This design comes from an exercise in tuning for a short achievable clock period and few clock cycles per item on the open sky130 flow, not from production work. In this exercise RTL edits were held to simulation tests only and were not proved equivalent to the original. Power and IR drop assume default switching activity.

## job 2326
Design mrct_decoder, start of the top module:
module mrct_decoder (
    input  wire        clk,
    input  wire        rst,
    input  wire        start,
    input  wire        kind,         
    input  wire [11:0] width,
    input  wire [11:0] height,
    input  wire [23:0] src_len,
    input  wire [23:0] dst_cap,
    output wire        src_re,
    output wire [23:0] src_addr,
    input  wire [7:0]  src_rdata,
    output wire        dst_re,
    output wire [23:0] dst_raddr,
    input  wire [7:0]  dst_rdata,
    output wire        dst_we,
    output wire [23:0] dst_waddr,
    output wire [7:0]  dst_wdata,
    output wire        busy,
    output reg         done,
    output reg         error,
    output reg  [3:0]  err_code,
    output reg  [23:0] src_pos,
    output reg  [23:0] dst_pos,
    output reg  [23:0] err_pos
);
Settings: LEC_CHECK=0, CAP_MARGIN=20, CORE_MARGIN=2, CORE_UTILIZATION=40, SLEW_MARGIN=20; clock period 11.0 ns.
standard.sh (not shown) runs the stock make flow with config.mk's settings and CLKGATE_MAP_FILE= SYNTH_SCRIPT=/design/flow/synth_recipe.tcl, a recipe that flattens the netlist after the stock synthesis.
==> flow/flow/run.sh <==
#!/bin/bash
set -euo pipefail
MARGIN=${MARGIN:-8.0}
bash standard.sh synth > synth.log 2>&1
bash standard.sh SETUP_SLACK_MARGIN=$MARGIN finish > layout.log 2>&1
Job 2326 completed; timing, DRC and antenna clean
Testbench counts of job 2326, summed over its fixed seeds: cycles 378,511, bytes 374,011.
--- input diff job 2326..job 1277 ---
- CORE_UTILIZATION now 65, was 40
==> comparison <==
Of job 1277 and job 2326, the run reporting the higher clock period minus final worst setup slack was job 2326. Final worst-path cycle share, job 1277 and job 2326: smaller value in job 1277. Global-route usage over all layers ended up 13 points higher on job 1277 than on job 2326. Summary: with job 2326 as the reference, post-detailed-route wirelength per cell in job 1277 moved up by a little under 10%. Filler cell count, job 1277 vs job 2326: down by more than half. Compared job 1277 vs job 2326, and biggest fanout along the worst timing path is up in job 1277. From job 2326 to job 1277 the numbers moved as follows: sum of routed wire length over all layers went down; clock network power share -0.7 points. Est. power | job 1277 vs job 2326 | job 1277 lower.
--- input diff job 1277..job 9726 ---
- CORE_UTILIZATION now 55, was 65
==> summary.txt <==
Compared with job 1277, job 9726 shows a higher worst hold margin.
From job 1277 to job 9726, mux contribution to synthesized area did not move at all.
Post-route non-filler standard cell count up about 3% in job 9726 wrt job 1277
Comparing job 9726 and job 1277, first-pass GRT wire length is higher on job 9726.
Job 1277 reports its endpoint of the most critical setup path as err_pos[12] while job 9726 reports src_pos[2].
What job 1277 reported for clock-buffer cell count has to be multiplied by 1.13 to get the figure for job 9726.
From job 1277 to job 9726 the numbers moved as follows: final area fell by 0.54%, setup slack fell by 0.014 ns.
The launch point of the critical path comes out err_pos[12] in one run and src_pos[2] in the other, namely in job 1277 and job 9726 respectively.

========
mrct_decoder, a different RTL version from the one above (not shown whole).
For scale: ~410 flip-flops, ~250 I/O pins, ~26000 sq um of cells after synthesis.
Settings: LEC_CHECK=0, CAP_MARGIN=20, CORE_MARGIN=2, CORE_UTILIZATION=40, SLEW_MARGIN=20; clock period 11.0 ns.
Scripts as last shown in full above: flow/flow/run.sh
Testbench counts at the start, summed over its fixed seeds: cycles 385,070, bytes 374,011.
Edit:
==> flow/run.sh (new file) <==
#!/bin/bash
# synth_recipe.tcl (not shown) runs the flow's synth.tcl, then flattens the netlist and writes it again
# the make line also repeats each setting of config.mk as NAME=value (left out here)
make -C /OpenROAD-flow-scripts/flow DESIGN_CONFIG=/design/flow/config.mk WORK_HOME=/design/flow/orfs CLKGATE_MAP_FILE= SYNTH_SCRIPT=/design/flow/synth_recipe.tcl finish
removed: flow/flow/run.sh
removed: flow/standard.sh
What happened: Count of clock-buffer cells in the layout is higher by 5; total power is lower by a few percent; final area is lower by roughly a tenth; die area does not change; critical path depth is lower by 2; setup slack is worse by 1.8 ns.

========
mrct_decoder, a different RTL version from the one above (not shown whole).
For scale: ~440 flip-flops, roughly 250 I/O pins, about 27000 um^2 of cells after synthesis.
export LEC_CHECK = 0
export CAP_MARGIN = 20
export CORE_MARGIN = 2
export CORE_UTILIZATION = 40
export SLEW_MARGIN = 20
create_clock -name core_clock -period 11.0 [get_ports {clk}]
==> flow/flow/run.sh <==
#!/bin/bash
set -euo pipefail
MARGIN=${MARGIN:-8.0}
bash standard.sh synth > synth.log 2>&1
bash standard.sh SETUP_SLACK_MARGIN=$MARGIN finish > layout.log 2>&1
Testbench counts at the start, summed over its fixed seeds: cycles 384,605, bytes 374,011.
Rerun with:
CORE_UTILIZATION = 55   (was 40)
CTS_CLUSTER_DIAMETER = 100   (was default)
CTS_CLUSTER_SIZE = 25   (was default)
Effect:
- sequential share of layout area increases by 1.2 points
- global-route usage rose by 6.9 points
- hold slack gets better by 0.011 ns

## separate check: timing with driven ports
Ports are ideal in the flow. The routed layouts listed here were re-timed in OpenROAD.
Step 1, drivers: a clkbuf_16 drives clk and a buf_2 each remaining input, both assumed.
Step 2 moves the port delays by t, midway between the first and last clock arrival at a register: inputs arrive t later, outputs are due t later. That takes back most of the time a late clock gives input paths.
a / b / c = ideal ports / drivers / drivers and shift; a / b = the first two.
run	t, ns	slack for setup (ns)	worst data-port slew with drivers (ns)
job 2326	0.717	7.647 / 7.578 / 7.371	0.08
job 1277	0.696	7.685 / 7.618 / 7.349	0.09
job 9726	0.691	7.671 / 7.603 / 7.371	0.09
the first run of note 2	0.661	6.612 / 6.612 / 6.612	0.07
the second run of note 2	0.663	4.841 / 4.841 / 4.841	0.07
the first run of note 3	0.673	6.983 / 6.983 / 6.983	0.06
the second run of note 3	0.652	6.983 / 6.983 / 6.983	0.07
After both steps every run listed still meets setup and hold. For job 1277, which loses most, drivers alone change the setup slack by -0.067 ns; drivers and shift together by -0.336 ns.
